Background: an optimization exercise with open tools, aiming at small area, a short achievable clock period and few clock cycles. Do not read the settings as production practice. Function was checked by simulation only, so behaviour that the tests miss may differ from the original. Power and IR drop assume default switching activity.

$ cat flow/config.mk
export PLATFORM = sky130hd
export DESIGN_NAME = ldp_fc
export DESIGN_NICKNAME = ldp_fc
export VERILOG_FILES = /design/flow/design.v
export SDC_FILE = /design/flow/constraint.sdc
export NUM_CORES = 4
export LEC_CHECK = 0
export ABC_CLOCK_PERIOD_IN_PS = 4000
export CAP_MARGIN = 20
export CORE_MARGIN = 2
export CORE_UTILIZATION = 40
export CTS_BUF_LIST = sky130_fd_sc_hd__clkbuf_4 sky130_fd_sc_hd__clkbuf_8
export SETUP_SLACK_MARGIN = 5
export SLEW_MARGIN = 20
$ cat flow/constraint.sdc
create_clock -name core_clock -period 10.0 [get_ports {clk}]
set_input_delay 2.0000 -clock core_clock [delete_from_list [all_inputs] [get_ports {clk}]]
set_output_delay 2.0000 -clock core_clock [all_outputs]
set_load 0.01 [all_outputs]
$ cat flow/design.v
module ldp_crc_table (
    input  wire [15:0] crc,
    input  wire [7:0]  data,
    output wire [15:0] value
);
    localparam [127:0] TB = {
        16'h8303, 16'h8183, 16'h80C3, 16'h8063,    
        16'h8033, 16'h801B, 16'h800F, 16'h8005     
    };
    wire [7:0] x = crc[15:8] ^ data;
    reg  [15:0] t;
    integer j;
    always @(*) begin
        t = 16'h0000;
        for (j = 0; j < 8; j = j + 1)
            if (x[j]) t = t ^ TB[16*j +: 16];
    end
    assign value = {crc[7:0], 8'h00} ^ t;
endmodule
module ldp_sentry #(
    parameter N = 4
) (
    input  wire [1:0] count,      
    input  wire       is_ff,      
    input  wire       is_fd,      
    input  wire       is_00,      
    output reg  [1:0] count_nx,   
    output reg        match       
);
    always @(*) begin
        count_nx = 2'd0;
        match    = 1'b0;
        case (count)
            2'd0: count_nx = is_ff ? 2'd1 : 2'd0;
            2'd1: count_nx = is_ff ? 2'd2 : 2'd0;
            2'd2: begin
                if (is_fd) begin
                    if (N == 3) match = 1'b1;
                    else        count_nx = 2'd3;
                end else if (is_ff)
                    count_nx = 2'd2;
            end
            default: begin
                if (is_00) match = 1'b1;
            end
        endcase
    end
endmodule
module ldp_fc #(
    parameter PBUF_SIZE = 64
) (
    input  wire        clk,
    input  wire        rst,           
    input  wire        cmd_valid,
    output wire        cmd_ready,
    input  wire [31:0] cmd,
    input  wire        rx_valid,
    output wire        rx_ready,
    input  wire [7:0]  rx_data,
    output wire        tx_valid,
    input  wire        tx_ready,
    output wire [7:0]  tx_data,
    output wire        po_valid,
    input  wire        po_ready,
    output wire [7:0]  po_data,
    output wire        busy,
    output wire [10:0] stat,          
    output wire [15:0] crc,
    output wire [1:0]  s3,
    output wire [1:0]  s4,
    output wire [15:0] pwp,
    output wire [15:0] alen,
    output wire [15:0] idx,
    output wire [7:0]  rid,
    output wire [15:0] rlen,
    output wire [7:0]  rinst,
    output wire [7:0]  rerr,
    output wire [15:0] rem,
    output wire [15:0] rcrc,
    output wire [15:0] nlog
);
    localparam TS = 2;
    localparam OP_CRC_CLR  = 4'h1;
    localparam OP_CRC_LD   = 4'h2;
    localparam OP_CRC_ADV  = 4'h3;
    localparam OP_CRC_FOLD = 4'h4;
    localparam OP_S3_CLR   = 4'h5;
    localparam OP_S3_FEED  = 4'h6;
    localparam OP_S4_CLR   = 4'h7;
    localparam OP_S4_FEED  = 4'h8;
    localparam OP_PB_CLR   = 4'h9;
    localparam OP_PB_PUSH  = 4'hA;
    localparam OP_ASM      = 4'hB;
    localparam OP_HUNT     = 4'hC;
    localparam OP_PARSE    = 4'hD;
    localparam [3:0] S_IDLE  = 4'd0;
    localparam [3:0] S_X     = 4'd1;    
    localparam [3:0] S_DRAIN = 4'd2;    
    localparam [3:0] S_PUSHW = 4'd3;    
    localparam [3:0] S_FOLD  = 4'd4;
    localparam [3:0] S_AH    = 4'd5;    
    localparam [3:0] S_AP    = 4'd6;    
    localparam [3:0] S_AC0   = 4'd7;
    localparam [3:0] S_AC1   = 4'd8;
    localparam [3:0] S_AW    = 4'd9;    
    localparam [3:0] S_HUNT  = 4'd10;
    localparam [3:0] S_PH    = 4'd11;   
    localparam [3:0] S_PR    = 4'd12;   
    localparam [3:0] S_PC0   = 4'd13;
    localparam [3:0] S_PC1   = 4'd14;
    localparam [3:0] S_PW    = 4'd15;   
    localparam [7:0] K_NOT_STATUS = 8'h80;
    localparam [7:0] K_BAD_CRC    = 8'h81;
    localparam [7:0] K_BAD_LENGTH = 8'h82;
    reg [3:0]   st;
    reg         busy_r, rxr, first;
    reg [3:0]   xop;                  
    reg         kclr;                 
    reg [15:0]  fcrc;                 
    reg [16:0]  cq;                   
    reg [2:0]   hc;                   
    reg [15:0]  crc_r;
    reg [1:0]   s3_r, s4_r;
    reg [6:0]   pwp_r;
    reg [8*PBUF_SIZE-1:0] ring;       
    reg [5:0]   ph;                   
    reg [5:0]   rq;                   
    reg [1:0]   ks;                   
    reg [6:0]   at;                   
    reg [6:0]   alen_r;
    reg [6:0]   idx_r;
    reg         tp, tl;               
    reg         fdone;                
    reg         fin;                  
    reg [7:0]   rid_r, rinst_r, rerr_r;
    reg [15:0]  rlen_r, rem_r, rcrc_r, nlog_r;
    reg         pf_bad, pf_cap, pf_zero;
    reg         skip;
    reg [7:0]   kind;
    reg         alert, match_f, cmderr;
    reg         cb_crc;               
    reg         cb_wr;                
    reg         tx_v;
    reg [7:0]   tx_d;
    reg         q0_v, q1_v;           
    reg [7:0]   q0, q1;
    assign busy      = busy_r;
    assign cmd_ready = !busy_r;
    assign stat      = {cmderr, match_f, alert, kind};
    assign crc       = crc_r;
    assign s3        = s3_r;
    assign s4        = s4_r;
    assign pwp       = {9'd0, pwp_r};
    assign alen      = {9'd0, alen_r};
    assign idx       = {9'd0, idx_r};
    assign rid       = rid_r;
    assign rlen      = rlen_r;
    assign rinst     = rinst_r;
    assign rerr      = rerr_r;
    assign rem       = rem_r;
    assign rcrc      = rcrc_r;
    assign nlog      = nlog_r;
    assign tx_valid  = tx_v;
    assign tx_data   = tx_d;
    assign po_valid  = q0_v;
    assign po_data   = q0;
    assign rx_ready  = rxr;
    wire rx_fire = rxr && rx_valid;
    wire po_fire = q0_v && po_ready;
    wire load    = !tx_v || tx_ready;    
    wire [3:0] op     = cmd[31:28];
    wire       z27_17 = (cmd[27:17] == 11'd0);
    wire       z16    = !cmd[16];
    wire       z15_8  = (cmd[15:8] == 8'd0);
    wire       z7_0   = (cmd[7:0] == 8'd0);
    reg        cmd_ok;
    always @(*) begin
        case (op)
            OP_CRC_CLR, OP_CRC_FOLD, OP_S3_CLR, OP_S4_CLR, OP_PB_CLR, OP_HUNT:
                cmd_ok = z27_17 && z16 && z15_8 && z7_0;
            OP_CRC_ADV, OP_S3_FEED, OP_S4_FEED, OP_PB_PUSH:
                cmd_ok = z27_17 && z16 && z15_8;
            OP_CRC_LD, OP_ASM:
                cmd_ok = z27_17 && z16;
            OP_PARSE:
                cmd_ok = z27_17;
            default:
                cmd_ok = 1'b0;
        endcase
    end
    wire cmd_fire = cmd_valid && !busy_r;
    wire pb_full  = pwp_r[6];
    wire [15:0] crc_adv;
    ldp_crc_table u_crc (.crc(cb_wr ? fcrc : crc_r), .data(cb_wr ? cq[7:0] : tx_d),
                         .value(crc_adv));
    wire [15:0] crc_eff = cb_crc ? crc_adv : crc_r;
    wire wr_now = cb_wr && (ph == 6'd0 || pwp_r == 7'd1);
    always @(posedge clk)
        ring <= {ring[8*PBUF_SIZE-9:0], wr_now ? cq[7:0] : ring[8*PBUF_SIZE-1 -: 8]};
    wire [5:0] ph_nx = wr_now ? 6'd0 : ph + 6'd1;
    wire [5:0] rp_0  = ph_nx + pwp_r[5:0] - 6'd1;    
    wire       push_ok_nx = (pwp_r == 7'd0) || wr_now || (ph == 6'd63);
    wire       hit   = &rq[TS-1:0];
    wire [5:0] tap_s = {rq[5:TS], {TS{1'b1}}};
    wire [7:0] tap_b = ring[8*tap_s +: 8];
    wire       rq_last = (rq == ph);                  
    function [2:0] flags(input [7:0] b);
        flags = {b == 8'hFF, b == 8'hFD, b == 8'h00};
    endfunction
    wire [2:0] f_cq = flags(cq[7:0]);
    wire [2:0] f_rx = flags(rx_data);
    wire [2:0] f_pq = flags(tx_d);
    wire [1:0] s3c_nx, s3r_nx, s3p_nx, s4c_nx, s4r_nx, ks_nx;
    wire       s3c_m, s3r_m, s3p_m, s4c_m, s4r_m, ks_m;
    ldp_sentry #(.N(3)) u_s3c (.count(s3_r), .is_ff(f_cq[2]), .is_fd(f_cq[1]), .is_00(f_cq[0]),
                               .count_nx(s3c_nx), .match(s3c_m));
    ldp_sentry #(.N(3)) u_s3r (.count(s3_r), .is_ff(f_rx[2]), .is_fd(f_rx[1]), .is_00(f_rx[0]),
                               .count_nx(s3r_nx), .match(s3r_m));
    ldp_sentry #(.N(3)) u_s3p (.count(s3_r), .is_ff(f_pq[2]), .is_fd(f_pq[1]), .is_00(f_pq[0]),
                               .count_nx(s3p_nx), .match(s3p_m));
    ldp_sentry #(.N(4)) u_s4c (.count(s4_r), .is_ff(f_cq[2]), .is_fd(f_cq[1]), .is_00(f_cq[0]),
                               .count_nx(s4c_nx), .match(s4c_m));
    ldp_sentry #(.N(4)) u_s4r (.count(s4_r), .is_ff(f_rx[2]), .is_fd(f_rx[1]), .is_00(f_rx[0]),
                               .count_nx(s4r_nx), .match(s4r_m));
    ldp_sentry #(.N(3)) u_ks  (.count(ks), .is_ff(f_cq[2]), .is_fd(f_cq[1]), .is_00(f_cq[0]),
                               .count_nx(ks_nx), .match(ks_m));
    reg [7:0] a_hdr;
    always @(*) begin
        case (hc)
            3'd1:    a_hdr = 8'hFF;
            3'd2:    a_hdr = 8'hFD;
            3'd3:    a_hdr = 8'h00;
            3'd4:    a_hdr = cq[15:8];           
            3'd5:    a_hdr = {1'b0, alen_r};
            3'd6:    a_hdr = 8'h00;
            default: a_hdr = cq[7:0];            
        endcase
    end
    wire [15:0] rlen_m4 = rlen_r - 16'd4;
    wire need_p  = !(tp && (s3p_m || tl));
    wire fetch   = (st == S_AP) && load && need_p && hit && !fdone;
    reg [3:0] sn;           
    reg       q0v_n, q1v_n;
    always @(posedge clk) begin
        if (rst) begin
            st      <= S_IDLE;
            busy_r  <= 1'b0;
            rxr     <= 1'b0;
            first   <= 1'b0;
            crc_r   <= 16'h0000;
            s3_r    <= 2'd0;
            s4_r    <= 2'd0;
            pwp_r   <= 7'd0;
            ph      <= 6'd0;
            ks      <= 2'd0;
            at      <= 7'd3;
            alen_r  <= 7'd0;
            idx_r   <= 7'd0;
            rid_r   <= 8'h00;
            rlen_r  <= 16'h0000;
            rinst_r <= 8'h00;
            rerr_r  <= 8'h00;
            rem_r   <= 16'h0000;
            rcrc_r  <= 16'h0000;
            nlog_r  <= 16'h0000;
            kind    <= 8'h00;
            alert   <= 1'b0;
            match_f <= 1'b0;
            cmderr  <= 1'b0;
            kclr    <= 1'b0;
            fcrc    <= 16'h0000;
            cb_crc  <= 1'b0;
            cb_wr   <= 1'b0;
            tx_v    <= 1'b0;
            q0_v    <= 1'b0;
            q1_v    <= 1'b0;
        end else begin
            sn = st;
            first <= cmd_fire;
            cb_crc <= 1'b0;
            if (cb_crc)
                crc_r <= crc_adv;
            kclr <= 1'b0;
            if (wr_now) begin
                cb_wr <= 1'b0;
                fcrc  <= crc_adv;
                ks    <= ks_nx;
                at    <= at + (ks_m ? 7'd2 : 7'd1);
            end
            if (kclr) begin
                fcrc <= 16'h0000;
                ks <= 2'd0;
                at <= 7'd3;
            end
            ph <= ph_nx;
            if (!fetch)
                rq <= rq + 6'd1;
            q0v_n = q0_v;
            q1v_n = q1_v;
            if (po_fire) begin
                q0    <= q1;
                q0v_n = q1_v;
                q1v_n = 1'b0;
            end
            case (st)
            S_IDLE: begin
                cq    <= cmd[16:0];
                xop   <= op;
                tx_d  <= 8'hFF;                  
                rq    <= rp_0;                   
                hc    <= 3'd1;
                tp    <= 1'b0;
                fdone <= 1'b0;
                skip  <= 1'b0;
                if (cmd_fire) begin
                    kind    <= 8'h00;
                    alert   <= 1'b0;
                    match_f <= 1'b0;
                    cmderr  <= !cmd_ok || (op == OP_PB_PUSH && pb_full);
                    if (cmd_ok) begin
                        case (op)
                            OP_CRC_CLR, OP_CRC_LD, OP_CRC_ADV, OP_S3_FEED, OP_S4_FEED,
                            OP_S3_CLR, OP_S4_CLR:
                                sn = S_X;
                            OP_CRC_FOLD: if (pwp_r != 7'd0)
                                sn = S_FOLD;
                            OP_PB_CLR: begin
                                pwp_r <= 7'd0;
                                kclr  <= 1'b1;
                            end
                            OP_PB_PUSH: if (!pb_full) begin
                                pwp_r <= pwp_r + 7'd1;
                                cb_wr <= 1'b1;
                                if (!push_ok_nx)
                                    sn = S_PUSHW;
                            end
                            OP_ASM: begin
                                tx_v <= 1'b1;
                                sn   = S_AH;
                            end
                            OP_HUNT:     sn = S_HUNT;
                            OP_PARSE:    sn = S_PH;
                            default: ;
                        endcase
                    end
                end
            end
            S_X: begin
                sn = S_IDLE;
                case (xop)
                    OP_CRC_LD:  crc_r <= cq[15:0];
                    OP_CRC_ADV: begin
                        tx_d   <= cq[7:0];
                        cb_crc <= 1'b1;
                        sn     = S_DRAIN;
                    end
                    OP_S3_FEED: begin
                        s3_r    <= s3c_nx;
                        match_f <= s3c_m;
                    end
                    OP_S4_FEED: begin
                        s4_r    <= s4c_nx;
                        match_f <= s4c_m;
                    end
                    OP_CRC_CLR:  crc_r <= 16'h0000;
                    OP_S3_CLR:   s3_r  <= 2'd0;
                    default: s4_r  <= 2'd0;
                endcase
            end
            S_DRAIN: sn = S_IDLE;
            S_PUSHW: if (wr_now)
                sn = S_IDLE;
            S_FOLD: if (first && crc_r == 16'h0000) begin
                crc_r <= fcrc;
                sn    = S_IDLE;
            end else if (hit) begin
                rq     <= rq;
                tx_d   <= tap_b;
                cb_crc <= 1'b1;
                if (rq_last)
                    sn = S_DRAIN;
            end
            S_AH: begin
                if (first) begin
                    crc_r  <= 16'h0202;           
                    s3_r   <= 2'd0;
                    idx_r  <= pwp_r;
                end
                if (hc == 3'd1)
                    alen_r <= at;
                if (load) begin
                    tx_d   <= a_hdr;
                    cb_crc <= 1'b1;
                    hc     <= hc + 3'd1;
                    fin    <= 1'b0;
                    if (hc == 3'd7)
                        sn = (pwp_r == 7'd0) ? S_AC0 : S_AP;
                end
            end
            S_AP: if (load) begin
                if (tp)
                    s3_r <= s3p_nx;
                tp <= 1'b0;
                if (tp && s3p_m) begin
                    tx_d   <= 8'hFD;
                    tx_v   <= 1'b1;
                    cb_crc <= 1'b1;
                    fin    <= tl;
                end else if (tp && tl) begin
                    tx_d <= crc_eff[7:0];
                    sn   = S_AC1;
                end else if (fin) begin
                    tx_d <= crc_eff[7:0];
                    tx_v <= 1'b1;
                    sn   = S_AC1;
                end else if (fetch) begin
                    tx_d   <= tap_b;
                    tx_v   <= 1'b1;
                    cb_crc <= 1'b1;
                    tp     <= 1'b1;
                    tl     <= rq_last;
                    fdone  <= rq_last;
                end else
                    tx_v <= 1'b0;
            end
            S_AC0: if (load) begin
                tx_d <= crc_eff[7:0];
                tx_v <= 1'b1;
                sn   = S_AC1;
            end
            S_AC1: if (load) begin
                tx_d <= crc_r[15:8];
                sn   = S_AW;
            end
            S_AW: if (load) begin
                tx_v <= 1'b0;
                sn   = S_IDLE;
            end
            S_HUNT: if (rx_fire) begin
                s4_r <= s4r_nx;
                if (s4r_m) begin
                    match_f <= 1'b1;
                    sn      = S_IDLE;
                end
            end
            S_PH: begin
                if (first) begin
                    crc_r  <= 16'h0E28;
                    s3_r   <= 2'd0;
                    rcrc_r <= 16'h0000;
                    nlog_r <= 16'h0000;
                end
                pf_bad  <= (rlen_r < 16'd4);
                pf_cap  <= cq[16] && (rlen_m4 != cq[15:0]);
                pf_zero <= (rlen_r == 16'd4);
                if (rx_fire) begin
                    tx_d   <= rx_data;
                    cb_crc <= 1'b1;
                    hc     <= hc + 3'd1;
                    case (hc)
                        3'd1: rid_r        <= rx_data;
                        3'd2: rlen_r[7:0]  <= rx_data;
                        3'd3: rlen_r[15:8] <= rx_data;
                        3'd4: rinst_r      <= rx_data;
                        default: begin
                            rerr_r <= rx_data;
                            if (rinst_r != 8'h55) begin
                                kind  <= K_NOT_STATUS;
                                rem_r <= 16'h0000;
                                sn    = S_DRAIN;
                            end else if (pf_bad) begin
                                kind  <= K_BAD_LENGTH;
                                rem_r <= 16'h0000;
                                sn    = S_DRAIN;
                            end else begin
                                rem_r <= rlen_m4;
                                if (pf_cap) begin
                                    kind <= K_BAD_LENGTH;
                                    sn   = S_DRAIN;
                                end else if (pf_zero)
                                    sn = S_PC0;
                                else
                                    sn = S_PR;
                            end
                        end
                    endcase
                end
            end
            S_PR: if (rx_fire) begin
                tx_d   <= rx_data;
                cb_crc <= 1'b1;
                rem_r  <= rem_r - 16'd1;
                if (skip) begin
                    skip <= 1'b0;
                end else begin
                    nlog_r <= nlog_r + 16'd1;
                    s3_r   <= s3r_nx;
                    skip   <= s3r_m;
                    if (!q0v_n) begin
                        q0    <= rx_data;
                        q0v_n = 1'b1;
                    end else begin
                        q1    <= rx_data;
                        q1v_n = 1'b1;
                    end
                end
                if (rem_r == 16'd1)
                    sn = S_PC0;
            end
            S_PC0: if (rx_fire) begin
                rcrc_r[7:0] <= rx_data;
                sn          = S_PC1;
            end
            S_PC1: if (rx_fire) begin
                rcrc_r[15:8] <= rx_data;
                if ({rx_data, rcrc_r[7:0]} != crc_r) begin
                    kind <= K_BAD_CRC;
                end else if (rerr_r[6:0] != 7'd0) begin
                    kind  <= {1'b0, rerr_r[6:0]};
                    alert <= rerr_r[7];
                end
                sn = q0v_n ? S_PW : S_IDLE;
            end
            default: if (!q0v_n)         
                sn = S_IDLE;
            endcase
            st     <= sn;
            q0_v   <= q0v_n;
            q1_v   <= q1v_n;
            busy_r <= (sn != S_IDLE);
            rxr    <= (sn == S_HUNT) || (sn == S_PH) || (sn == S_PC0) ||
                      (sn == S_PC1) || ((sn == S_PR) && !q1v_n);
        end
    end
endmodule
$ cat flow/flow/run.sh
#!/bin/bash
set -euo pipefail
sed 's/SETUP_SLACK_MARGIN=[0-9.]*/SETUP_SLACK_MARGIN=6.7/' standard.sh > standard_tight.sh
bash standard_tight.sh > standard_tight.log 2>&1
$ cat flow/standard.sh
#!/bin/bash
# synth_recipe.tcl (not shown) runs the flow's synth.tcl, then flattens the netlist and writes it again
# the make line also repeats each setting of config.mk as NAME=value (left out here)
make -C /OpenROAD-flow-scripts/flow DESIGN_CONFIG=/design/flow/config.mk WORK_HOME=/design/flow/orfs CLKGATE_MAP_FILE= SYNTH_SCRIPT=/design/flow/synth_recipe.tcl "${@:-finish}"
==> run_results.csv, run 1 <==
group,metric,value,unit
timing,slew_headroom,25.9,%
drt,totalWireLength,74.6,mm
worst_setup_path,crit_type,"in -> reg",
yosys,netlist_instances,2291,
pwr,ir_drop,0.0982,mV
global_route,grt_pass1_wl,112,mm
timing,finalHoldViolCount,0,
timing,finalMaxSlewViolations,0,
clock_network,cts_made_buffers,114,
timing,finalCritPeriodShare,35.7,%
run_status,status,"complete, no violations",
worst_setup_path,cp-start-kind,"input pin",
timing,worstMarginPinSlew,1.11,ns
global_route,grt_overflow,0,
yosys,yosys_warnings,4,
timing,grt_setup_unrepaired,"yes",
clock_network,cts_tree,"yes",
cells_and_area,diodes,0,
drt,dr.pass1.iters,9,
timing,setup_tns,0,ns
global_route,grt.total_usage,22.2,%
pwr,power.density,189,nW/um2
place,portBuffers,206,
yosys,ys_seq_area_share,62.1,%
die,die_h,256,um
cells_and_area,final_common_cell,"dfxtp_1",
timing,holdWs,0.306,ns
cells_and_area,final_cell_mix,"dfxtp_1 (573), nor2_1 (227), nand2_1 (188)",
yosys,ys.flop_type,"dfxtp_1",
worst_hold_path,holdCritPathClass,"reg -> reg",
die,initial_core_util,40.4,%
drt,drc,0,
worst_setup_path,critPathCaptureType,"register",
yosys,netlist-cell-type-count,84,
place,preCtsSetupSlack,4.72,ns
die,die_x,256,um
clock_network,root_buffer,"clkbuf_8",
clock_network,numClockSinks,758,
yosys,synth-seq-cells,758,
cells_and_area,layout.nets,2732,
yosys,netlist_area,25400,um2
drt,routedWlPerCell,20.8,um
timing,worst_slack,6.43,ns
pwr,leakage,0.0130,uW
drt,drt_iter0_markers,1836,
clock_network,htree_num_levels,3,
timing,worst_clock_skew,0.0341,ns
global_route,antenna_found_initial,0,
clock_network,path_clk_slew,0.06,ns
global_route,grt_pass1_vias,18426,
drt,antenna_left,0,
clock_network,insertion_delay,0.73,ns
timing,setup_violations,0,
yosys,synthArstFlopShare,0,%
clock_network,cts_hold_buf,0,
die,dieArea,65600,um2
worst_setup_path,crit_fanout,4,
drt,vias_per_cell,5.20,
die,core_area,63000,um2
cells_and_area,drive_above_1_share,29.9,%
worst_setup_path,cp.arrival,4.22,ns
cells_and_area,syn2layout_area_growth,25.0,%
die,pin_count,234,
place,place_hpwl,48.6,mm
flow_run,cap_violations,0,
place,globalplace.congestion,0.946,
timing,period_needed,3.57,ns
worst_setup_path,crit_required,10.65,ns
yosys,synth_edf_count,62,
drt,dr_total_vias,18672,
clock_network,clk_path_buf_depth,3,
yosys,syn_avg_cell_area,11.1,um2
global_route,grt_start_max_net_pins,94,
die,num_rows,92,
timing,fmax,280,MHz
cells in the mapped netlist, types with 40 or more instances:
cell type | number | area, um2
a21oi_1 | 123 | 616
clkbuf_1 | 88 | 330
dfxtp_1 | 696 | 13900
edfxtp_1 | 62 | 1860
inv_1 | 50 | 188
mux2i_1 | 74 | 741
mux4_2 | 40 | 901
nand2_1 | 193 | 724
nand3_1 | 72 | 360
nor2_1 | 236 | 886
o21ai_0 | 92 | 460
xnor2_1 | 41 | 359
xor2_1 | 75 | 657
state kept, by name (all words and copies together) (netlist names), 7 cells and up:
signal / flops
rid_r: 8
kind: 8
tx_d: 8
rem_r: 16
at: 7
pwp_r: 7
rlen_r: 16
crc_r: 16
ring: 512
alen_r: 7
q1: 8
idx_r: 7
fcrc: 16
rinst_r: 8
cq: 17
q0: 8
nlog_r: 16
rerr_r: 8
rcrc_r: 16
path summary, 6_finish.rpt:
| check | cells past startpoint | startpoint | to | slack (ns) |
|---|---|---|---|---|
| setup / recovery | 9 | cmd[9] | pwp_r[4] | 6.43 |
| hold / removal | 0 | ring[399] | ring[407] | 0.31 |
| setup reg to reg | 9 | st[1] | pwp_r[4] | 6.79 |
| hold reg to reg | 0 | ring[399] | ring[407] | 0.31 |
power by group:
part | internal (uW) | total [uW] | switching, uW | leakage, uW
clock network | 1510 | 2690 | 1180 | 0.00133
registers | 3060 | 3080 | 20.4 | 0.00626
logic | 101 | 255 | 153 | 0.00540
total | 4670 | 6030 | 1360 | 0.0130
what timing repair did:
item	4_1_cts	5_1_grt
cloned	1	0
buffers inserted	108	29
gates resized for setup	1013	63
endpoints found under the setup margin	283	83
pin swaps	29	26
logic make-up (layout without fill, tap and decap cells):
| group | Yosys count | in the layout | share of synthesized area, % |
|---|---|---|---|
| flip-flops | 758 | 758 | 62.1 |
| AND/OR/NAND/NOR | 702 | 702 | 13.0 |
| AO/OA/AOI/OAI | 373 | 374 | 9.25 |
| buffers and inverters | 195 | 624 | 3.49 |
| XOR/XNOR | 118 | 118 | 4.15 |
| multiplexers | 114 | 114 | 6.45 |
| adder cells (fa/ha/maj) | 30 | 30 | 1.53 |
| other | 1 | 27 | 0.0147 |
metrics by stage:
stage | instances | util (%) | power (uW) | instance area [um2]
6_report | 3593 | 50.5 | 6030 | 31800
3_5_place_dp | 3248 | 44.9 | 3400 | 28300
2_1_floorplan | 2317 | - | 3320 | 25800
5_1_grt | 3593 | 50.5 | 6250 | 31800
3_3_place_gp | 3248 | 44.9 | 3400 | 28300
4_1_cts | 3564 | 49.8 | 6080 | 31400
critical path: stages:
cell and delay [ns]:
clkdlybuf4s50_1 0.48, nor3_2 0.23, nand3_2 0.25, o21a_4 0.30, nor4_4 0.23, nand2_4 0.11, buf_6 0.16, or3_4 0.33
a21oi_2 0.13
metal layers:
| metal | routed length, um | GRT usage, % | vias to the layer above |
|---|---|---|---|
| met3 | 5870 | 4.67 | 182 |
| met1 | 31600 | 28.8 | 8975 |
| met2 | 33500 | 34.8 | 819 |
| met4 | 3600 | 11.5 | 0 |
| met5 | 0 | 0 | - |
| li1 | - | - | 8696 |
final cells by class:
type | instances | area [um2]
clock buffer | 176 | 2150
clock inverter | 31 | 323
fill | 5685 | 31200
inverter | 51 | 193
multi-input combinational | 1365 | 9380
sequential | 758 | 16100
tap | 846 | 1060
timing repair buffer | 366 | 2570
Testbench counts, summed over its fixed seeds: cycles 14,027.
==> run 2, diff against run 1 <==
--- a/flow/config.mk
+++ b/flow/config.mk
@@ -9,6 +9,6 @@
 export CAP_MARGIN = 20
 export CORE_MARGIN = 2
 export CORE_UTILIZATION = 40
-export CTS_BUF_LIST = sky130_fd_sc_hd__clkbuf_4 sky130_fd_sc_hd__clkbuf_8
+export CTS_BUF_LIST = sky130_fd_sc_hd__clkbuf_4
 export SETUP_SLACK_MARGIN = 5
 export SLEW_MARGIN = 20
==> run_results.csv, run 2 <==
group,metric,value,unit
global_route,grt_pass1_wl,114,mm
cells_and_area,finish.instance_area,32600,um2
worst_setup_path,worst_path_max_delay_cell,"edfxtp_1",
yosys,synthArstFlopShare,0,%
yosys,synthTopCellsByArea,"dfxtp_1 (55%), edfxtp_1 (7.3%), mux4_2 (3.5%)",
cells_and_area,layout.nets,2848,
worst_setup_path,r2r_end,"tx_d[0]",
timing,slew_headroom,23.6,%
cells_and_area,regMostFlops,"ring",
place,portBuffers,206,
die,pin_count,234,
cells_and_area,multiInputGateArea,9170,um2
yosys,yosys_warnings,4,
yosys,netlist-cell-type-count,84,
yosys,ys_seq_area_share,62.1,%
yosys,synth_compound_area_share,9.25,%
yosys,ys.flop_type,"dfxtp_1",
yosys,synth_edf_count,62,
die,die_h,256,um
worst_setup_path,r2r-start,"tx_d[5]",
drt,totalWireLength,75.3,mm
global_route,grt_pass1_vias,19297,
yosys,synth-seq-cells,758,
clock_network,clk_path_buf_depth,3,
yosys,synth_mux_area_share,6.45,%
worst_setup_path,crit_family,"flip-flops",
die,core_area,63000,um2
cells_and_area,reg.largest.list,"ring (512), cq (17)",
worst_setup_path,critPathCaptureType,"output pin",
clock_network,cts_made_buffers,187,
yosys,netlist_area,25400,um2
cells_and_area,drive_above_1_share,32.8,%
run_status,status,"complete, no violations",
worst_setup_path,path_buf_inv,1,
yosys,synth_top_family_by_area,"simple AND/OR/NAND/NOR gates",
cells_and_area,final_common_cell,"dfxtp_1",
worst_setup_path,crit_path_end,"tx_data[2]",
place,place_hpwl,48.6,mm
worst_setup_path,reg2reg_depth,10,
yosys,synth_area_leader_cell,"dfxtp_1",
die,die_x,256,um
worst_setup_path,cp.depth,1,
timing,worstMarginPinSlew,1.14,ns
place,place_area,28300,um2
pwr,ir_drop,0.0862,mV
yosys,syn_avg_cell_area,11.1,um2
worst_setup_path,crit_type,"reg -> out",
drt,antenna_left,0,
clock_network,htree_num_levels,4,
drt,dr_total_vias,19336,
pwr,leakage,0.0133,uW
worst_setup_path,path_cells,"buf_6",
clock_network,path_clk_slew,0.07,ns
drt,routedWlPerCell,20.0,um
yosys,synth-simple-area-share,13.0,%
global_route,grt_start_max_net_pins,94,
yosys,synth_common_cells,"dfxtp_1 (696), nor2_1 (236), nand2_1 (193)",
timing,period_needed,3.67,ns
pwr,power.density,178,nW/um2
cells_and_area,final_cell_mix,"dfxtp_1 (550), clkbuf_4 (273), nor2_1 (229)",
global_route,antenna_found_initial,2,
timing,fmax,272,MHz
worst_setup_path,r2r_setup_slack,6.76,ns
timing,worst_clock_skew,0.0505,ns
drt,drc,0,
die,dieArea,65600,um2
global_route,grt_overflow,0,
timing,holdWs,0.276,ns
clock_network,root_buffer,"clkbuf_4",
timing,finalMaxSlewViolations,0,
worst_setup_path,crit_fanout,2,
drt,drt_iter0_markers,1632,
drt,vias_per_cell,5.15,
worst_setup_path,cp-start-kind,"register",
yosys,yosysMostFrequentCell,"dfxtp_1",
yosys,synthXorXnorAreaFrac,4.15,%
die,num_rows,92,
yosys,synth_fa_ha_area_share,1.53,%
timing,setup_tns,0,ns
clock_network,cts_tree,"yes",
clock_network,insertion_delay,1.02,ns
worst_setup_path,slowest_delay,0.48,ns
cells_and_area,largest_reg_flops,512,
worst_hold_path,holdCritPathClass,"reg -> reg",
cells_and_area,n_fill_cell,5676,
yosys,synth_top_area_share,54.8,%
cells_and_area,syn2layout_area_growth,28.2,%
flow_run,cap_violations,0,
cells_and_area,seqCellArea,16200,um2
timing,finalHoldViolCount,0,
clock_network,numClockSinks,758,
timing,finalCritPeriodShare,36.7,%
yosys,netlist_instances,2291,
global_route,grt.total_usage,22.6,%
worst_setup_path,crit_start,"tx_d[2]",
die,initial_core_util,40.4,%
timing,setup_violations,0,
worst_setup_path,cp.arrival,1.67,ns
drt,dr.pass1.iters,8,
place,globalplace.congestion,0.946,
worst_setup_path,crit_required,8.00,ns
timing,grt_setup_unrepaired,"yes",
## run 2: cell counts after synthesis
Identical to the previous run, type by type.
## run 2: timing repair
item	CTS	global route
setup endpoints to repair	204	202
buffers inserted	145	35
pin swaps	13	21
hold buffers	0	0
gates resized for setup	1117	58
cloned	1	0
## run 2: through the flow
stage | utilization, % | power [uW] | setup slack, ns | instances
after floorplan | - | 3320 | 5.98 | 2317
after global placement | 44.9 | 3400 | 4.90 | 3248
after detailed placement | 44.9 | 3400 | 4.72 | 3248
after CTS | 51.3 | 5900 | 6.25 | 3718
after global routing | 51.8 | 6090 | 6.25 | 3755
final | 51.8 | 5820 | 6.33 | 3757
## run 2: final cells by class
type,instances,area share (%)
Antenna cell,4,0.0307
Clock buffer,273,6.29
Clock inverter,51,0.871
Inverter,51,0.591
Multi-Input combinational cell,1365,28.1
Sequential cell,758,49.6
Tap cell,846,3.25
Timing Repair Buffer,409,11.3
## run 2: metal layers
layer  wire, um  vias up  GRT usage, %
met5          0        -             0
met4       3830        0          12.3
met3       6200      206          6.55
met2      34200      847          35.4
met1      31100     9260          28.0
li1           -     9023             -
## run 2: cells by family (layout without fill, tap and decap cells)
| logic type | after synthesis | after routing |
|---|---|---|
| xor gates and xnor gates | 118 | 118 |
| and+or+nand+nor | 702 | 702 |
| buffers and inverters | 195 | 784 |
| adders and majority gates | 30 | 30 |
| muxes | 114 | 114 |
| other | 1 | 31 |
| AOI/OAI and AO/OA | 373 | 374 |
| DFF | 758 | 758 |
## run 2: worst min path at each step
stage,from,end,depth (start not counted)
detailed placement,ring[196],ring[204],0
CTS,ring[204],ring[212],0
global route,ring[503],ring[511],0
global placement,ring[482],ring[490],0
finish,ring[204],ring[212],0
floorplan,ring[96],ring[104],0
## run 2: report_power, final
| group | switching [uW] | internal [uW] | total (uW) |
|---|---|---|---|
| clock | 1210 | 1280 | 2500 |
| combinational | 151 | 95.4 | 246 |
| sequential | 20.4 | 3060 | 3080 |
| total | 1380 | 4440 | 5820 |
==> run 3, diff against run 2 <==
--- a/flow/config.mk
+++ b/flow/config.mk
@@ -6,9 +6,9 @@
 export NUM_CORES = 4
 export LEC_CHECK = 0
 export ABC_CLOCK_PERIOD_IN_PS = 4000
-export CAP_MARGIN = 20
+export CAP_MARGIN = 0
 export CORE_MARGIN = 2
 export CORE_UTILIZATION = 40
-export CTS_BUF_LIST = sky130_fd_sc_hd__clkbuf_4
+export CTS_BUF_LIST = sky130_fd_sc_hd__clkbuf_4 sky130_fd_sc_hd__clkbuf_8
 export SETUP_SLACK_MARGIN = 5
-export SLEW_MARGIN = 20
+export SLEW_MARGIN = 0
==> run_results.csv, run 3 <==
group,metric,value,unit
run_status,status,"complete, no violations",
worst_setup_path,path_cells,"clkdlybuf4s50_1 -> nor3_2 -> nand3_2 -> o21a_4 -> nor4_4 -> nand2_4 -> buf_6 -> or3_4 -> a21oi_2",
worst_setup_path,worst_path_max_delay_cell,"clkdlybuf4s50_1",
clock_network,htree_num_levels,3,
yosys,syn_avg_cell_area,11.1,um2
cells_and_area,final_cells,3593,
yosys,yosys_warnings,4,
worst_setup_path,crit_type,"in -> reg",
yosys,netlist_area,25400,um2
worst_hold_path,hold_end,"ring[407]",
pwr,power.density,189,nW/um2
clock_network,root_buffer,"clkbuf_8",
worst_setup_path,r2r-start,"st[1]",
timing,slew_headroom,25.9,%
timing,worstMarginPinSlew,1.11,ns
yosys,synth-seq-cells,758,
timing,finalMaxSlewViolations,0,
worst_setup_path,cp.arrival,4.22,ns
die,die_x,256,um
yosys,synth_common_cells,"dfxtp_1 (696), nor2_1 (236), nand2_1 (193)",
cells_and_area,reg.largest.list,"ring (512), cq (17)",
pwr,ir_drop,0.0982,mV
place,preCtsSetupSlack,4.72,ns
clock_network,clk_path_buf_depth,3,
worst_setup_path,crit_required,10.65,ns
die,core_area,63000,um2
timing,finalHoldViolCount,0,
worst_hold_path,holdCritStartpoint,"ring[399]",
yosys,netlist_instances,2291,
cells_and_area,syn2layout_area_growth,25.0,%
cells_and_area,diodes,0,
global_route,grt.total_usage,22.2,%
worst_setup_path,r2r_end,"pwp_r[4]",
worst_hold_path,hold_depth,0,
place,globalplace.congestion,0.946,
place,portBuffers,206,
worst_setup_path,cp-start-kind,"input pin",
timing,setup_violations,0,
clock_network,cts_made_buffers,114,
global_route,grt_overflow,0,
cells_and_area,largest_reg_flops,512,
drt,drc,0,
flow_run,cap_violations,0,
pwr,leakage,0.0130,uW
global_route,grt_pass1_wl,112,mm
die,initial_core_util,40.4,%
worst_setup_path,r2r_setup_slack,6.79,ns
worst_hold_path,holdCritPathClass,"reg -> reg",
drt,totalWireLength,74.6,mm
clock_network,insertion_delay,0.73,ns
cells_and_area,n_fill_cell,5685,
global_route,grt_start_max_net_pins,94,
drt,vias_per_cell,5.20,
drt,dr.pass1.iters,9,
yosys,synth_edf_count,62,
die,num_rows,92,
worst_setup_path,critPathCaptureType,"register",
timing,fmax,280,MHz
pwr,report.power.total,6030,uW
yosys,yosysMostFrequentCell,"dfxtp_1",
die,dieArea,65600,um2
clock_network,cts_hold_buf,0,
drt,drt_iter0_markers,1836,
die,pin_count,234,
timing,period_needed,3.57,ns
place,place_inst,3248,
yosys,synthTopCellsByArea,"dfxtp_1 (55%), edfxtp_1 (7.3%), mux4_2 (3.5%)",
cells_and_area,final_common_cell,"dfxtp_1",
worst_setup_path,reg2reg_depth,9,
timing,finalCritPeriodShare,35.7,%
yosys,synth_area_leader_cell,"dfxtp_1",
yosys,ys.flop_type,"dfxtp_1",
yosys,ys_seq_area_share,62.1,%
clock_network,cts_tree,"yes",
yosys,synth_top_area_share,54.8,%
worst_setup_path,slowest_delay,0.48,ns
timing,setup_tns,0,ns
yosys,netlist-cell-type-count,84,
cells_and_area,regMostFlops,"ring",
global_route,grt_pass1_vias,18426,
clock_network,path_clk_slew,0.06,ns
timing,worst_clock_skew,0.0341,ns
timing,worst_slack,6.43,ns
cells_and_area,drive_above_1_share,29.9,%
cells_and_area,layout.nets,2732,
clock_network,numClockSinks,758,
timing,holdWs,0.306,ns
drt,routedWlPerCell,20.8,um
timing,grt_setup_unrepaired,"yes",
yosys,synthArstFlopShare,0,%
global_route,antenna_found_initial,0,
place,place_hpwl,48.6,mm
drt,dr_total_vias,18672,
cells_and_area,final_cell_mix,"dfxtp_1 (573), nor2_1 (227), nand2_1 (188)",
drt,antenna_left,0,
die,die_h,256,um
worst_setup_path,crit_fanout,4,
## run 3: cell counts after synthesis
Identical to the previous run, type by type.
## run 3: how the worst max path moves through the flow
stage,startpoint,end,slack [ns],cells after the start
final,cmd[9],pwp_r[4],6.43,9
after detailed placement,rx_data[1],kind[3],4.72,8
after global placement,rx_data[2],kind[4],4.90,8
after floorplan,cmd[1],pwp_r[5],5.98,8
after global routing,cmd[3],pwp_r[4],6.42,10
after CTS,cmd[7],pwp_r[5],6.34,9
## run 3: cell type report
| type | instances | area [um2] | share of cell area [%] |
|---|---|---|---|
| clock buffer | 176 | 2150 | 6.77 |
| sequential | 758 | 16100 | 50.7 |
| tap | 846 | 1060 | 3.33 |
| clock inverter | 31 | 323 | 1.01 |
| inverter | 51 | 193 | 0.606 |
| multi-input combinational | 1365 | 9380 | 29.5 |
| timing repair buffer | 366 | 2570 | 8.10 |
## run 3: critical path: cells and delay by family
kind,cells,cell delay [ns]
AO/OA/AOI/OAI,2,0.43
AND/OR/NAND/NOR,5,1.15
buffers and inverters,2,0.64
## run 3: logic make-up (layout without fill, tap and decap cells)
kind of cell,Yosys count,count (layout),share of synthesized area (%)
other,1,27,0.0147
multiplexers,114,114,6.45
AND/OR/NAND/NOR,702,702,13.0
buffers and inverters,195,624,3.49
XOR/XNOR,118,118,4.15
AO/OA/AOI/OAI,373,374,9.25
flip-flops,758,758,62.1
adder cells (fa/ha/maj),30,30,1.53
## run 3: metrics by stage
step / util [%] / area [um2]
final: 50.5 / 31800
after global routing: 50.5 / 31800
after CTS: 49.8 / 31400
after detailed placement: 44.9 / 28300
after global placement: 44.9 / 28300
after floorplan: - / 25800
## run 3: power by group
group	switching (uW)	internal (uW)	leakage [uW]
clock	1180	1510	0.00133
combinational	153	101	0.00540
sequential	20.4	3060	0.00626
## run 3: metal layers
| metal | up-vias | routed length (um) | global-route usage (%) |
|---|---|---|---|
| met4 | 0 | 3600 | 11.5 |
| met2 | 819 | 33500 | 34.8 |
| met3 | 182 | 5870 | 4.67 |
| li1 | 8696 | - | - |
| met5 | - | 0 | 0 |
| met1 | 8975 | 31600 | 28.8 |
## run 3: what timing repair did
item | CTS | global route
pin swaps | 29 | 26
gates resized for setup | 1013 | 63
gates cloned | 1 | 0
endpoints found under the setup margin | 283 | 83
endpoints found under the hold margin | 0 | 0
setup buffers | 108 | 29
==> run 4, diff against run 3 <==
==> flow/flow/run.sh (replaced) <==
#!/bin/bash
set -euo pipefail
export CTS_ARGS='-sink_clustering_enable -repair_clock_nets -buf_list {sky130_fd_sc_hd__clkbuf_4 sky130_fd_sc_hd__clkbuf_8} -dont_use_dummy_load'
sed 's/SETUP_SLACK_MARGIN=[0-9.]*/SETUP_SLACK_MARGIN=6.7/' standard.sh > standard_tight.sh
bash standard_tight.sh > standard_tight.log 2>&1
--- a/flow/config.mk
+++ b/flow/config.mk
@@ -6,9 +6,9 @@
 export NUM_CORES = 4
 export LEC_CHECK = 0
 export ABC_CLOCK_PERIOD_IN_PS = 4000
-export CAP_MARGIN = 0
+export CAP_MARGIN = 20
 export CORE_MARGIN = 2
 export CORE_UTILIZATION = 40
 export CTS_BUF_LIST = sky130_fd_sc_hd__clkbuf_4 sky130_fd_sc_hd__clkbuf_8
 export SETUP_SLACK_MARGIN = 5
-export SLEW_MARGIN = 0
+export SLEW_MARGIN = 20
==> run_results.csv, run 4 <==
group,metric,value,unit
worst_setup_path,crit_required,10.60,ns
global_route,grt_pass1_vias,18026,
cells_and_area,reg.largest.list,"ring (512), cq (17)",
clock_network,root_buffer,"clkbuf_8",
place,place_hpwl,48.6,mm
die,dieArea,65600,um2
cells_and_area,finish.instance_area,30900,um2
worst_setup_path,worst_path_max_delay_cell,"clkdlybuf4s50_1",
worst_setup_path,reg2reg_depth,9,
clock_network,clk_path_buf_depth,3,
drt,vias_per_cell,5.32,
yosys,ys.flop_type,"dfxtp_1",
die,pin_count,234,
yosys,netlist_instances,2291,
yosys,ys_seq_area_share,62.1,%
worst_setup_path,r2r-start,"tx_d[7]",
timing,worst_clock_skew,0.0509,ns
global_route,grt.total_usage,21.8,%
timing,grt_setup_unrepaired,"yes",
worst_setup_path,r2r_setup_slack,6.84,ns
global_route,grt_start_max_net_pins,94,
die,core_area,63000,um2
timing,setup_tns,0,ns
flow_run,cap_violations,0,
place,portBuffers,206,
clock_network,cts_tree,"yes",
timing,finalMaxSlewViolations,0,
global_route,grt_overflow,0,
timing,fmax,277,MHz
die,num_rows,92,
place,place_area,28300,um2
timing,finalHoldViolCount,0,
yosys,synth_mux_area_share,6.45,%
yosys,netlist-cell-type-count,84,
pwr,report.power.total,5360,uW
clock_network,numClockSinks,758,
yosys,netlist_area,25400,um2
yosys,synthArstFlopShare,0,%
yosys,synth_top_family_by_area,"simple AND/OR/NAND/NOR gates",
drt,dr.pass1.iters,5,
pwr,leakage,0.0122,uW
worst_setup_path,path_cells,"clkdlybuf4s50_1 -> nor3_2 -> nand3_2 -> o21a_4 -> nor4_4 -> nand2_4 -> buf_6 -> or3_4 -> a21oi_2",
cells_and_area,drive_above_1_share,25.5,%
place,place_inst,3248,
drt,routedWlPerCell,21.1,um
clock_network,htree_num_levels,3,
cells_and_area,final_cells,3471,
cells_and_area,largest_reg_flops,512,
worst_setup_path,cp-start-kind,"input pin",
worst_setup_path,path_buf_inv,2,
die,die_x,256,um
clock_network,cts_made_buffers,114,
worst_hold_path,hold_end,"ring[268]",
yosys,synth_area_leader_cell,"dfxtp_1",
worst_setup_path,slowest_delay,0.48,ns
drt,drc,0,
worst_setup_path,crit_type,"in -> reg",
timing,finalCritPeriodShare,36.1,%
place,globalplace.congestion,0.946,
worst_setup_path,critPathCaptureType,"register",
global_route,grt_pass1_wl,110,mm
worst_hold_path,holdCritStartpoint,"ring[260]",
worst_hold_path,holdCritPathClass,"reg -> reg",
die,initial_core_util,40.4,%
timing,worstMarginPinSlew,1.13,ns
drt,drt_iter0_markers,1825,
yosys,synth_edf_count,62,
worst_setup_path,crit_fanout,4,
timing,holdWs,0.298,ns
yosys,yosysMostFrequentCell,"dfxtp_1",
yosys,synthTopCellsByArea,"dfxtp_1 (55%), edfxtp_1 (7.3%), mux4_2 (3.5%)",
drt,dr_total_vias,18450,
cells_and_area,layout.nets,2701,
yosys,synthXorXnorAreaFrac,4.15,%
worst_setup_path,r2r_end,"tx_d[0]",
cells_and_area,final_cell_mix,"dfxtp_1 (583), nor2_1 (226), nand2_1 (188)",
yosys,synth_common_cells,"dfxtp_1 (696), nor2_1 (236), nand2_1 (193)",
clock_network,insertion_delay,0.70,ns
yosys,synth_top_area_share,54.8,%
worst_setup_path,crit_family,"simple AND/OR/NAND/NOR gates",
cells_and_area,syn2layout_area_growth,21.5,%
drt,totalWireLength,73.4,mm
run_status,status,"complete, no violations",
global_route,antenna_found_initial,1,
clock_network,path_clk_slew,0.06,ns
yosys,synth-simple-area-share,13.0,%
yosys,synth_fa_ha_area_share,1.53,%
drt,antenna_left,0,
timing,period_needed,3.61,ns
die,die_h,256,um
pwr,ir_drop,0.0992,mV
worst_hold_path,hold_depth,0,
yosys,synth-seq-cells,758,
cells_and_area,final_common_cell,"dfxtp_1",
pwr,power.density,173,nW/um2
cells_and_area,regMostFlops,"ring",
yosys,synth_compound_area_share,9.25,%
yosys,syn_avg_cell_area,11.1,um2
timing,setup_violations,0,
worst_setup_path,cp.arrival,4.21,ns
timing,slew_headroom,24.1,%
yosys,yosys_warnings,4,
-- run 4: cell counts after synthesis --
Identical to the previous run, type by type.
-- run 4: per-layer routing --
layer	vias to the layer above	wire, um	GRT usage [%]
li1	8546	-	-
met2	805	32900	34.2
met1	8926	31400	28.4
met4	0	3590	11.4
met5	-	0	0
met3	173	5460	4.60
-- run 4: final cells by class --
type / count / area (um2)
repair buffers: 335 / 2650
flip-flops and latches: 758 / 16100
multi-input cells: 1365 / 9340
well taps: 846 / 1060
fillers: 5751 / 32000
diodes: 2 / 5.00
clock buffers: 114 / 1570
inverters: 51 / 193
-- run 4: repair_timing --
action                                  CTS  global route
hold buffers                              0             0
hold endpoints to repair                  0             0
cloned                                    1             0
pin swaps                                18            29
resized for setup                       864            92
setup buffers                            83            23
endpoints found under the setup margin  291            86
-- run 4: worst max-delay path by stage --
stage	from	end	slack, ns	cells after the start
global route	cmd[3]	pwp_r[4]	6.37	10
floorplan	cmd[1]	pwp_r[5]	5.98	8
CTS	cmd[7]	pwp_r[5]	6.29	9
detailed placement	rx_data[1]	kind[3]	4.72	8
global placement	rx_data[2]	kind[4]	4.90	8
finish	cmd[9]	pwp_r[4]	6.39	9
-- run 4: cell families (layout without fill, tap and decap cells) --
group,after synthesis,after routing
AOI/OAI and AO/OA,373,374
xor gates and xnor gates,118,118
adders and majority gates,30,30
buffers and inverters,195,500
DFF,758,758
muxes,114,114
other,1,29
and+or+nand+nor,702,702
-- run 4: power by group --
| group | leakage, uW | switching (uW) | internal (uW) | total [uW] |
|---|---|---|---|---|
| clock network | 0.000820 | 1030 | 998 | 2020 |
| logic | 0.00514 | 153 | 97.4 | 251 |
| registers | 0.00626 | 20.1 | 3060 | 3080 |
-- run 4: through the flow --
step           setup WS [ns]  util [%]
6_report                6.39      49.1
5_1_grt                 6.37      49.1
4_1_cts                 6.29      48.4
3_5_place_dp            4.72      44.9
3_3_place_gp            4.90      44.9
2_1_floorplan           5.98         -
==> run 5, diff against run 4 <==
==> flow/flow/run.sh (replaced) <==
#!/bin/bash
set -euo pipefail
export CTS_ARGS='-sink_clustering_enable -repair_clock_nets -buf_list {sky130_fd_sc_hd__clkbuf_4 sky130_fd_sc_hd__clkbuf_8} -dont_use_dummy_load'
sed 's/SETUP_SLACK_MARGIN=[0-9.]*/SETUP_SLACK_MARGIN=6.9/' standard.sh > standard_tight.sh
bash standard_tight.sh > standard_tight.log 2>&1
==> run_results.csv, run 5 <==
group,metric,value,unit
clock_network,path_clk_slew,0.06,ns
worst_setup_path,critPathCaptureType,"register",
yosys,synth_edf_count,62,
cells_and_area,final_cells,3596,
global_route,grt.total_usage,22.6,%
die,pin_count,234,
drt,totalWireLength,76.4,mm
worst_setup_path,crit_required,10.63,ns
clock_network,root_buffer,"clkbuf_8",
cells_and_area,largest_reg_flops,512,
drt,dr.pass1.iters,6,
cells_and_area,n_fill_cell,5492,
drt,dr_total_vias,19053,
global_route,grt_pass1_wl,114,mm
yosys,ys.flop_type,"dfxtp_1",
timing,worst_slack,6.30,ns
timing,worstMarginPinSlew,0.985,ns
global_route,grt_overflow,0,
timing,finalMaxSlewViolations,0,
timing,finalCritPeriodShare,37.0,%
drt,routedWlPerCell,21.2,um
timing,holdWs,0.281,ns
pwr,ir_drop,0.111,mV
drt,drt_iter0_markers,1645,
worst_setup_path,crit_start,"cmd[6]",
worst_setup_path,slowest_delay,0.63,ns
clock_network,clk_path_buf_depth,3,
global_route,antenna_found_initial,0,
die,die_h,256,um
worst_setup_path,cp-start-kind,"input pin",
timing,period_needed,3.70,ns
place,place_inst,3252,
clock_network,cts_made_buffers,113,
timing,setup_tns,0,ns
timing,fmax,270,MHz
yosys,synthTopCellsByArea,"dfxtp_1 (55%), edfxtp_1 (7.3%), mux4_2 (3.5%)",
timing,grt_setup_unrepaired,"yes",
clock_network,insertion_delay,0.70,ns
worst_setup_path,r2r-start,"st[1]",
yosys,netlist_area,25400,um2
die,dieArea,65600,um2
flow_run,cap_violations,0,
place,place_area,28500,um2
pwr,power.density,163,nW/um2
timing,setup_violations,0,
clock_network,numClockSinks,758,
yosys,netlist_instances,2291,
die,die_x,256,um
yosys,yosysMostFrequentCell,"dfxtp_1",
timing,worst_clock_skew,0.0556,ns
yosys,syn_avg_cell_area,11.1,um2
yosys,synth_top_area_share,54.8,%
cells_and_area,syn2layout_area_growth,29.6,%
place,globalplace.congestion,0.962,
yosys,synthArstFlopShare,0,%
yosys,synth-seq-cells,758,
die,core_area,63000,um2
place,portBuffers,206,
clock_network,cts_hold_buf,0,
timing,slew_headroom,34.1,%
cells_and_area,final_common_cell,"dfxtp_1",
place,preCtsSetupSlack,4.78,ns
pwr,leakage,0.0132,uW
worst_setup_path,worst_path_max_delay_cell,"or4_4",
global_route,grt_pass1_vias,18784,
cells_and_area,regMostFlops,"ring",
cells_and_area,finish.instance_area,33000,um2
yosys,yosys_warnings,4,
run_status,status,"complete, no violations",
clock_network,htree_num_levels,3,
yosys,netlist-cell-type-count,84,
cells_and_area,reg.largest.list,"ring (512), cq (17)",
clock_network,cts_tree,"yes",
cells_and_area,final_cell_mix,"dfxtp_1 (549), buf_4 (229), nor2_1 (221)",
global_route,grt_start_max_net_pins,59,
drt,antenna_left,0,
place,place_hpwl,49.3,mm
drt,drc,0,
drt,vias_per_cell,5.30,
worst_setup_path,cp.arrival,4.33,ns
yosys,synth_area_leader_cell,"dfxtp_1",
cells_and_area,layout.nets,2826,
worst_setup_path,crit_fanout,5,
worst_hold_path,holdCritStartpoint,"ring[330]",
yosys,ys_seq_area_share,62.1,%
die,num_rows,92,
worst_hold_path,holdCritPathClass,"reg -> reg",
worst_setup_path,crit_type,"in -> reg",
cells_and_area,drive_above_1_share,31.9,%
worst_setup_path,path_cells,"buf_6 -> or4_4 -> nor4_4 -> a211oi_2 -> o21a_2 -> nor4_4 -> nand2_4 -> or4_4 -> a21oi_2",
yosys,synth_common_cells,"dfxtp_1 (696), nor2_1 (236), nand2_1 (193)",
timing,finalHoldViolCount,0,
die,initial_core_util,40.4,%
## run 5: cells by family (layout without fill, tap and decap cells)
kind of cell             Yosys count  count (layout)  share of synthesized area [%]
multiplexers                     114             114                           6.45
other                              1              29                         0.0147
AND/OR/NAND/NOR                  702             702                           13.0
adder cells (fa/ha/maj)           30              30                           1.53
AO/OA/AOI/OAI                    373             373                           9.25
flip-flops                       758             758                           62.1
buffers and inverters            195             626                           3.49
XOR/XNOR                         118             118                           4.15
## run 5: final timing paths
check,endpoint,slack (ns),depth (start not counted)
worst max-delay path,pwp_r[5],6.30,9
worst min-delay path,ring[338],0.28,0
worst max register to register,pwp_r[5],6.88,8
worst min register to register,ring[338],0.28,0
## run 5: cell type report
| class | count | area (um2) | share of cell area (%) |
|---|---|---|---|
| multi-input cells | 1364 | 9590 | 29.1 |
| repair buffers | 462 | 4390 | 13.3 |
| flip-flops and latches | 758 | 16200 | 49.1 |
| well taps | 846 | 1060 | 3.21 |
| inverters | 51 | 196 | 0.596 |
| diodes | 2 | 5.00 | 0.0152 |
| clock buffers | 113 | 1560 | 4.72 |
## run 5: per-stage QoR
step / utilization [%] / total power, uW
after global placement: 45.2 / 3400
after detailed placement: 45.2 / 3410
after CTS: 51.4 / 5410
after global routing: 52.3 / 5580
final: 52.4 / 5370
after floorplan: - / 3320
## run 5: metal layers
metal | GRT usage (%) | routed length [um] | vias to the layer above
met3 | 4.76 | 5520 | 184
li1 | - | - | 8794
met1 | 28.9 | 32100 | 9250
met2 | 35.9 | 34800 | 823
met5 | 0 | 126 | -
met4 | 11.8 | 3920 | 2
## run 5: report_power, final
part           internal (uW)  switching, uW  total [uW]
logic                    117            160         276
clock network            989           1020        2010
registers               3060           27.0        3090
total                   4170           1200        5370
## run 5: critical path, delay by kind of cell
family	cells	cell delay (ns)
buf+inv	1	0.09
simple gates	5	1.75
compound gates	3	0.46
## run 5: timing repair
action,in CTS,in global routing
setup buffers,184,41
pin swaps,35,44
cloned,2,2
gates resized for setup,1209,72
setup endpoints to repair,332,216
==> run 6, diff against run 5 <==
==> flow/flow/run.sh (replaced) <==
#!/bin/bash
# The standard layout, with these changes to how it is made:
#  * every input and output port is buffered as usual, with buf_2 cells;
#  * clock tree synthesis does not add dummy loads (its other arguments are
#    the standard ones: sink clustering, clock-net repair, the buffer list).
# Clock period, constraints and every other step are the standard ones.
set -euo pipefail
export BUFFER_PORTS_ARGS='-inputs -outputs -buffer_cell sky130_fd_sc_hd__buf_2'
export CTS_ARGS='-sink_clustering_enable -repair_clock_nets -buf_list {sky130_fd_sc_hd__clkbuf_4 sky130_fd_sc_hd__clkbuf_8} -dont_use_dummy_load'
sed 's/SETUP_SLACK_MARGIN=[0-9.]*/SETUP_SLACK_MARGIN=6.7/' standard.sh > standard_tight.sh
bash standard_tight.sh > standard_tight.log 2>&1
==> run_results.csv, run 6 <==
group,metric,value,unit
run_status,status,"complete, no violations",
pwr,report.power.total,5350,uW
place,globalplace.congestion,0.952,
worst_setup_path,path_cells,"buf_6 -> or4_4 -> o31ai_4 -> a211oi_2 -> o21a_2 -> nor4_4 -> nand2_4 -> buf_6 -> or3_1 -> a21oi_1",
die,pin_count,234,
global_route,grt_pass1_vias,17963,
worst_setup_path,reg2reg_depth,19,
timing,setup_tns,0,ns
flow_run,cap_violations,0,
worst_setup_path,r2r_setup_slack,6.86,ns
worst_setup_path,critPathCaptureType,"register",
worst_setup_path,crit_type,"in -> reg",
clock_network,cts_made_buffers,114,
cells_and_area,syn2layout_area_growth,16.9,%
timing,slew_headroom,30.9,%
place,preCtsSetupSlack,5.50,ns
cells_and_area,final_common_cell,"dfxtp_1",
worst_setup_path,cp.arrival,4.17,ns
pwr,power.density,180,nW/um2
yosys,ys_seq_area_share,62.1,%
cells_and_area,layout.nets,2649,
die,num_rows,92,
yosys,synth_edf_count,62,
pwr,leakage,0.0119,uW
yosys,ys.flop_type,"dfxtp_1",
die,die_h,256,um
cells_and_area,final_cell_mix,"dfxtp_1 (634), nor2_1 (231), buf_2 (191)",
clock_network,insertion_delay,0.70,ns
global_route,antenna_found_initial,4,
place,place_hpwl,48.8,mm
clock_network,numClockSinks,758,
timing,fmax,279,MHz
worst_setup_path,crit_top_cell,"buf_6",
global_route,grt_start_max_net_pins,91,
clock_network,path_clk_slew,0.07,ns
place,place_inst,3251,
yosys,synthTopCellsByArea,"dfxtp_1 (55%), edfxtp_1 (7.3%), mux4_2 (3.5%)",
cells_and_area,finish.instance_area,29700,um2
die,die_x,256,um
drt,drt_iter0_markers,1754,
worst_hold_path,hold_end,"ring[479]",
global_route,gr-usage-met1,27.8,%
worst_setup_path,r2r-start,"pwp_r[1]",
yosys,netlist_area,25400,um2
timing,finalCritPeriodShare,35.8,%
cells_and_area,largest_reg_flops,512,
yosys,synth_area_leader_cell,"dfxtp_1",
clock_network,cts_hold_buf,0,
global_route,use_met3,4.24,%
drt,routedWlPerCell,21.0,um
drt,dr_total_vias,18207,
global_route,busiest_layer,"met2",
worst_hold_path,holdCritStartpoint,"ring[471]",
global_route,grt.total_usage,21.3,%
yosys,syn_avg_cell_area,11.1,um2
timing,worstMarginPinSlew,1.04,ns
yosys,synth-seq-cells,758,
cells_and_area,regMostFlops,"ring",
worst_setup_path,worst_path_max_delay_cell,"or4_4",
timing,setup_violations,0,
global_route,grt_overflow,0,
timing,finalMaxSlewViolations,0,
cells_and_area,drive_above_1_share,22.7,%
clock_network,clk_path_buf_depth,3,
worst_setup_path,crit_fanout,5,
timing,worst_clock_skew,0.0573,ns
timing,grt_setup_unrepaired,"yes",
yosys,synth_common_cells,"dfxtp_1 (696), nor2_1 (236), nand2_1 (193)",
drt,antenna_left,0,
drt,totalWireLength,71.6,mm
yosys,yosysMostFrequentCell,"dfxtp_1",
global_route,grt_pass1_wl,108,mm
drt,vias_per_cell,5.33,
worst_setup_path,crit_required,10.59,ns
yosys,synthArstFlopShare,0,%
yosys,yosys_warnings,4,
yosys,netlist_instances,2291,
worst_setup_path,r2r_end,"rq[5]",
place,place_area,27300,um2
cells_and_area,final_cells,3418,
die,initial_core_util,40.4,%
drt,drc,0,
cells_and_area,reg.largest.list,"ring (512), cq (17)",
timing,worst_slack,6.42,ns
clock_network,htree_num_levels,3,
timing,finalHoldViolCount,0,
clock_network,cts_tree,"yes",
pwr,ir_drop,0.118,mV
die,core_area,63000,um2
yosys,netlist-cell-type-count,84,
worst_setup_path,cp-start-kind,"input pin",
global_route,grt_util_met2,33.6,%
yosys,synth_top_area_share,54.8,%
worst_hold_path,hold_depth,0,
place,portBuffers,206,
worst_hold_path,holdCritPathClass,"reg -> reg",
drt,dr.pass1.iters,8,
timing,period_needed,3.58,ns
clock_network,root_buffer,"clkbuf_8",
die,dieArea,65600,um2
worst_setup_path,slowest_delay,0.59,ns
run 6: metrics by stage:
stage | hold slack (ns) | utilization (%)
floorplan | 0.310 | -
global placement | 0.310 | 43.3
detailed placement | 0.312 | 43.3
CTS | 0.254 | 46.7
global route | 0.278 | 47.2
finish | 0.269 | 47.2
run 6: kinds of logic (layout without fill, tap and decap cells):
kind of cell / Yosys count / after routing / share of synthesized area (%)
simple gates: 702 / 702 / 13.0
fa+ha+maj: 30 / 30 / 1.53
xor+xnor: 118 / 118 / 4.15
mux: 114 / 114 / 6.45
flops: 758 / 758 / 62.1
other cells: 1 / 28 / 0.0147
compound gates: 373 / 373 / 9.25
buf+inv: 195 / 449 / 3.49
run 6: worst max-delay path: cells and delay by family:
| family | cells | cell delay (ns) |
|---|---|---|
| compound gates | 4 | 0.72 |
| simple gates | 4 | 1.20 |
| buf+inv | 2 | 0.23 |
run 6: worst max-delay path by stage:
| stage | from | end | slack (ns) | depth (start not counted) |
|---|---|---|---|---|
| after global routing | cmd[1] | pwp_r[3] | 6.36 | 10 |
| after floorplan | cmd[1] | pwp_r[5] | 5.98 | 8 |
| final | cmd[1] | pwp_r[4] | 6.42 | 10 |
| after global placement | rx_data[2] | kind[3] | 5.55 | 8 |
| after detailed placement | rx_data[6] | kind[4] | 5.50 | 8 |
| after CTS | cmd[1] | pwp_r[4] | 6.40 | 10 |
run 6: power breakdown:
part	leakage [uW]	switching, uW	total [uW]	internal (uW)
Clock	0.000820	1010	2010	998
Sequential	0.00622	18.6	3100	3080
Combinational	0.00490	156	249	92.3
Total	0.0119	1190	5350	4170
run 6: repair_timing:
action / CTS / global route
resized for setup: 129 / 46
gates cloned: 1 / 1
buffers inserted: 29 / 20
endpoints found under the setup margin: 115 / 64
pin swaps: 17 / 16
run 6: layout make-up:
class                      count  area (um2)
tap                          846        1060
inverter                      51         196
multi-input combinational   1364        9200
timing repair buffer         284        1800
fill                        5746       33200
antenna                        1        2.50
sequential                   758       15900
clock buffer                 114        1570
run 6: routing by layer:
| metal | wire length, um | vias up |
|---|---|---|
| met3 | 5310 | 156 |
| met2 | 32600 | 806 |
| met4 | 3140 | 2 |
| li1 | - | 8435 |
| met5 | 13 | - |
| met1 | 30600 | 8808 |

==> separate check: timing with driven ports <==
The flow's constraints put no driver on any port. The routed layouts listed below were extracted and timed again, unchanged, in two steps. Step 1: set_driving_cell puts a clkbuf_16 on clk and a buf_2 on each other input, an assumption about the parent block. Step 2 moves the port delays by t, midway between the first and last clock arrival at a register: inputs arrive t later, outputs are due t later. That takes back most of the time a late clock gives input paths. Slacks: no drivers / after step 1 / after step 2; pairs: no drivers / after step 1.
run | t, ns | slack for setup (ns) | clock arrival spread, ns | worst slew at a driven data input, ns
run 1 | 0.764 | 6.428 / 6.435 / 5.670 | 0.037 / 0.037 | 0.11
run 2 | 1.058 | 6.327 / 6.271 / 5.683 | 0.079 / 0.079 | 0.09
run 3 | 0.764 | 6.428 / 6.435 / 5.670 | 0.037 / 0.037 | 0.11
run 4 | 0.733 | 6.387 / 6.394 / 5.661 | 0.052 / 0.052 | 0.11
run 5 | 0.733 | 6.298 / 6.327 / 5.594 | 0.065 / 0.064 | 0.07
run 6 | 0.724 | 6.421 / 6.433 / 5.710 | 0.059 / 0.059 | 0.10
After both steps every run listed still meets setup and hold.
